This is an optimization exercise on Yosys and OpenROAD, whose aim is small area, not a production implementation. In this exercise RTL edits were held to simulation tests only and were not proved equivalent to the original. Power and IR drop assume default switching activity.

Design etu_da, start of the top module:
module etu_da (
    input  wire        clk,
    input  wire        rst,           
    input  wire        op_valid,
    input  wire [31:0] op_word,
    output wire        resp_valid,
    output wire [2:0]  resp_status,
    output wire [15:0] resp_data,
    output reg         diag_valid,
    output wire [1:0]  diag_loop,
    output wire [7:0]  diag_state,
    output wire        trig,
    output wire [15:0] motor_out,
    output wire [15:0] steer_out,
    output wire        frozen,
    output wire        irq
);
For scale: about 170 flip-flops, about 100 I/O pins, ~7000 sq um of cells after synthesis.
export LEC_CHECK = 0
export ABC_AREA = 1
export CAP_MARGIN = 0
export CORE_MARGIN = 2
export CORE_UTILIZATION = 60
export GPL_TIMING_DRIVEN = 0
export PLACE_DENSITY = 0.7
export SLEW_MARGIN = 0
create_clock -name core_clock -period 6.0 [get_ports {clk}]
standard.sh (not shown) runs the stock make flow with config.mk's settings and CLKGATE_MAP_FILE= SYNTH_SCRIPT=/design/flow/synth_recipe.tcl, a recipe that flattens the netlist after the stock synthesis.
==> flow/flow/run.sh <==
#!/bin/bash
# Layout flow: the standard ORFS flow (standard.sh) with
#  - synthesis: the standard script with an area-oriented ABC mapping
#    (flow/synth_area.tcl, flow/area.abc) and no full-adder extraction;
#  - small (buf_1) port buffers;
#  - a clock tree of clkbuf_8 without dummy loads.
# Full tool output goes to flow.log here; per-step logs are under orfs/logs/.
set -euo pipefail
D=$(cd "$(dirname "${BASH_SOURCE[0]}")" && pwd)
export AREA_ABC_SCRIPT="$D/area.abc"
bash standard.sh finish \
  SYNTH_SCRIPT="$D/synth_area.tcl" \
  ADDER_MAP_FILE= \
  BUFFER_PORTS_ARGS="-buffer_cell sky130_fd_sc_hd__buf_1" \
  CTS_ARGS="-sink_clustering_enable -repair_clock_nets -dont_use_dummy_load -buf_list sky130_fd_sc_hd__clkbuf_8" \
  > flow.log 2>&1
==> flow/flow/area.abc <==
strash
&get -n
&fraig -x
&put
scorr
dc2
strash
&get -n
&dch -f
&nf -R 1000
&put
==> flow/flow/synth_area.tcl <==
# The standard synthesis script, with ABC's cell mapping replaced by an
# area-oriented script (flow/area.abc) and no full-adder extraction
# (ADDER_MAP_FILE is left empty by run.sh). Registers are mapped exactly as
# in the standard synthesis (dfflibmap runs before ABC, which sees only
# combinational logic).
proc synth {args} { yosys synth -nofsm -noshare {*}$args }
proc abc {args} {
  set i [lsearch -exact $args -script]
  if { $i >= 0 } {
    set args [lreplace $args $i [expr {$i + 1}] -script $::env(AREA_ABC_SCRIPT)]
  }
  yosys abc {*}$args
}
source $::env(SCRIPTS_DIR)/synth.tcl
# left out here: clear keep_hierarchy, flatten, clean up, hide names made inside functions, write 1_2_yosys.v
Change:
--- a/flow/design.v
+++ b/flow/design.v
@@ -1,18 +1,18 @@
 module etu_da (
     input  wire        clk,
     input  wire        rst,           
     input  wire        op_valid,
     input  wire [31:0] op_word,
-    output wire        resp_valid,
-    output wire [2:0]  resp_status,
+    output reg         resp_valid,
+    output reg  [2:0]  resp_status,
     output wire [15:0] resp_data,
     output reg         diag_valid,
     output wire [1:0]  diag_loop,
     output wire [7:0]  diag_state,
     output wire        trig,
     output wire [15:0] motor_out,
     output wire [15:0] steer_out,
     output wire        frozen,
     output wire        irq
 );
     localparam [2:0] ST_OK         = 3'd0;
@@ -33,26 +33,24 @@
     reg        wake_steer;      
     reg [15:0] tcnt;
     reg        es;
     reg        armed;           
     reg        capf;
     reg        trig_r;
     reg        echo_in;
     reg        fatal_f;         
     reg        wdt_one;         
     reg [15:0] motor_out_r;
     reg [15:0] steer_out_r;
-    reg [3:0]  rcode;
+    reg [2:0]  rsel;            
     reg [1:0]  dloop;           
-    assign resp_valid  = rcode[3] || (rcode[2:0] != 3'd7);
-    assign resp_status = rcode[3] ? 3'd0 : rcode[2:0];
     assign trig      = trig_r;
     assign motor_out = motor_out_r;
     assign steer_out = steer_out_r;
     assign frozen    = fatal_f;
     assign irq       = capf & armed;
     wire [3:0]  cls = op_word[31:28];
     wire [3:0]  op  = op_word[27:24];
     wire [3:0]  idx = op_word[23:20];
     wire [3:0]  rsv = op_word[19:16];
     wire [15:0] imm = op_word[15:0];
     wire idx_z = (idx == 4'd0);
@@ -152,29 +150,29 @@
         case (st_car[1:0])
             2'd0:    car_next = 2'd2;
             2'd2:    car_next = cmd1 ? 2'd1 : cmd2 ? 2'd3 : 2'd2;
             2'd1:    car_next = cmd0 ? 2'd2 : 2'd1;
             default: car_next = cmd0 ? 2'd2 : 2'd3;
         endcase
     end
     wire car_fwd   = (car_next == 2'd1);
     wire car_steer = (car_next == 2'd3) && (pulse_width < 16'd150);
     reg [15:0] get_data;
     always @* begin
-        case ({!rcode[3], rcode[2:0]})
+        case (rsel)
             3'd0:    get_data = {8'd0, edge_phase};
             3'd1:    get_data = pulse_width;
             3'd2:    get_data = {8'd0, drive_cmd};
             3'd3:    get_data = motor_sp;
             3'd4:    get_data = steer_sp;
-            default: get_data = 16'd0;    
+            default: get_data = 16'd0;
         endcase
     end
     assign resp_data = get_data;
     wire ok         = do_op && !rst;
     wire quantum_ok = ok && is_quantum;
     wire wdt_expire = quantum_ok && fatal_f && wdt_one;
     wire soft_reset = rst || (do_op && is_reset) || wdt_expire;
     wire nr         = !soft_reset;
     wire q_ok       = quantum_ok && !wdt_expire;
     wire put0 = ok && is_put && (idx[2:0] == 3'd0);
     wire put1 = ok && is_put && (idx[2:0] == 3'd1);
@@ -228,35 +226,36 @@
                        ({16{cap_fall}} & tcnt);
         drive_cmd   <= ({8{h_dc}} & drive_cmd) | ({8{put2}} & imm[7:0]);
         motor_sp    <= ({16{h_msp}} & motor_sp) | ({16{put3}} & imm) |
                        ({16{run_car_ok}} & msp_car);
         steer_sp    <= ({16{h_ssp}} & steer_sp) | ({16{put4}} & imm) |
                        ({16{run_car_ok}} & ssp_car);
         st_echo     <= ({8{h_se}} & st_echo) | ({8{set0}} & imm[7:0]) | {7'd0, echo0};
         st_car      <= ({8{h_sc}} & st_car) | ({8{set1}} & imm[7:0]) |
                        ({8{run_car_ok}} & {6'd0, car_next});
         st_motor    <= ({8{h_sm}} & st_motor) | ({8{set2}} & imm[7:0]) | {7'd0, motor0};
         st_steer    <= ({8{h_ss}} & st_steer) | ({8{set3}} & imm[7:0]) | {7'd0, steer0};
-        wake_echo   <= ({6{h_we}} & wake_echo) | ({6{we_dec}} & {wake_echo[4:0], ~(wake_echo[5] ^ wake_echo[4])}) |
-                       ({6{run_echo_ok}} & 6'd57);
-        wake_car    <= ({4{h_wc}} & wake_car) | ({4{wc_dec}} & {wake_car[2:0], ~(wake_car[3] ^ wake_car[2])}) |
-                       ({4{run_car_ok}} & 4'd13);
+        wake_echo   <= ({6{h_we}} & wake_echo) | ({6{we_dec}} & (wake_echo - 6'd1)) |
+                       ({6{run_echo_ok}} & 6'd50);
+        wake_car    <= ({4{h_wc}} & wake_car) | ({4{wc_dec}} & (wake_car - 4'd1)) |
+                       ({4{run_car_ok}} & 4'd10);
         wake_motor  <= (nr && !q_ok && wake_motor) || run_motor_ok;
         wake_steer  <= (nr && !q_ok && wake_steer) || run_steer_ok;
         tcnt        <= ({16{h_tc}} & tcnt) | ({16{tick_l}} & tsum);
         es          <= (nr && !(cap || echo0) && es) || cap_fall || echo0;
         armed       <= (nr && armed) || echo0;
         capf        <= (nr && !(cap || echo0) && capf) || capf_set;
         trig_r      <= (nr && !(echo0 || echo1) && trig_r) || echo0 || (echo1 && !trig_r);
         echo_in     <= (!rst && !edge_l && echo_in) || (edge_l && imm[0]);
         fatal_f     <= (nr && fatal_f) || take_fatal;
         wdt_one     <= nr && (wdt_one || (q_ok && fatal_f));
         motor_out_r <= ({16{h_mo}} & motor_out_r) | ({16{motor1}} & motor_sp);
         steer_out_r <= ({16{h_so}} & steer_out_r) | ({16{steer1}} & steer_sp);
     end
     always @(posedge clk) begin
+        resp_valid  <= op_valid && !rst;
+        resp_status <= status;
         diag_valid  <= take_fatal && !rst;
-        rcode       <= (!op_valid || rst) ? 4'b0111 :
-                       (is_get && status == ST_OK) ? {1'b1, idx[2:0]} : {1'b0, status};
+        rsel        <= (is_get && status == ST_OK) ? idx[2:0] : 3'd7;
         dloop       <= run_id;
     end
 endmodule
After rerunning: The changed run completed without violations. Wire length came out lower by 2.1%. Clock power drops by about 1%. Flip-flop and latch count went up by 3. Clock-buffer cell count is unchanged. Total power is higher by 0.31%. Hold slack degrades by 0.012 ns. Final area went down by 1.4%. Global-route usage falls by 0.81 points. Worst setup slack degrades by 0.0068 ns. First-iteration DRC count drops by 9.6%.

-- separate check: timing with driven ports --
Ports are ideal in the flow. The routed layouts listed here were re-timed in OpenROAD.
Step 1: set_driving_cell puts a clkbuf_16 on clk and a buf_2 on each other input, an assumption about the parent block.
Step 2 adds t to the input delays and takes it off the output delays; t is the mean of the earliest and latest rising clock arrival at the registers after step 1. Input paths then give back, and output paths get back, about the clock's delay inside the block.
a / b / c = no drivers / after step 1 / after step 2; a / b = the first two.
run	t, ns	setup WS [ns]	hold slack, ns	worst register clock-pin slew, ns	worst slew at a driven data input, ns
the first run	0.484	0.482 / 0.498 / 0.013	0.471 / 0.471 / 0.471	0.08 / 0.08	0.04
the second run	0.479	0.476 / 0.490 / 0.011	0.459 / 0.459 / 0.459	0.08 / 0.08	0.04
After both steps every run listed still meets setup and hold. The setup slack of the first run, which loses most, moves by +0.016 ns with the drivers and by -0.469 ns with both steps.
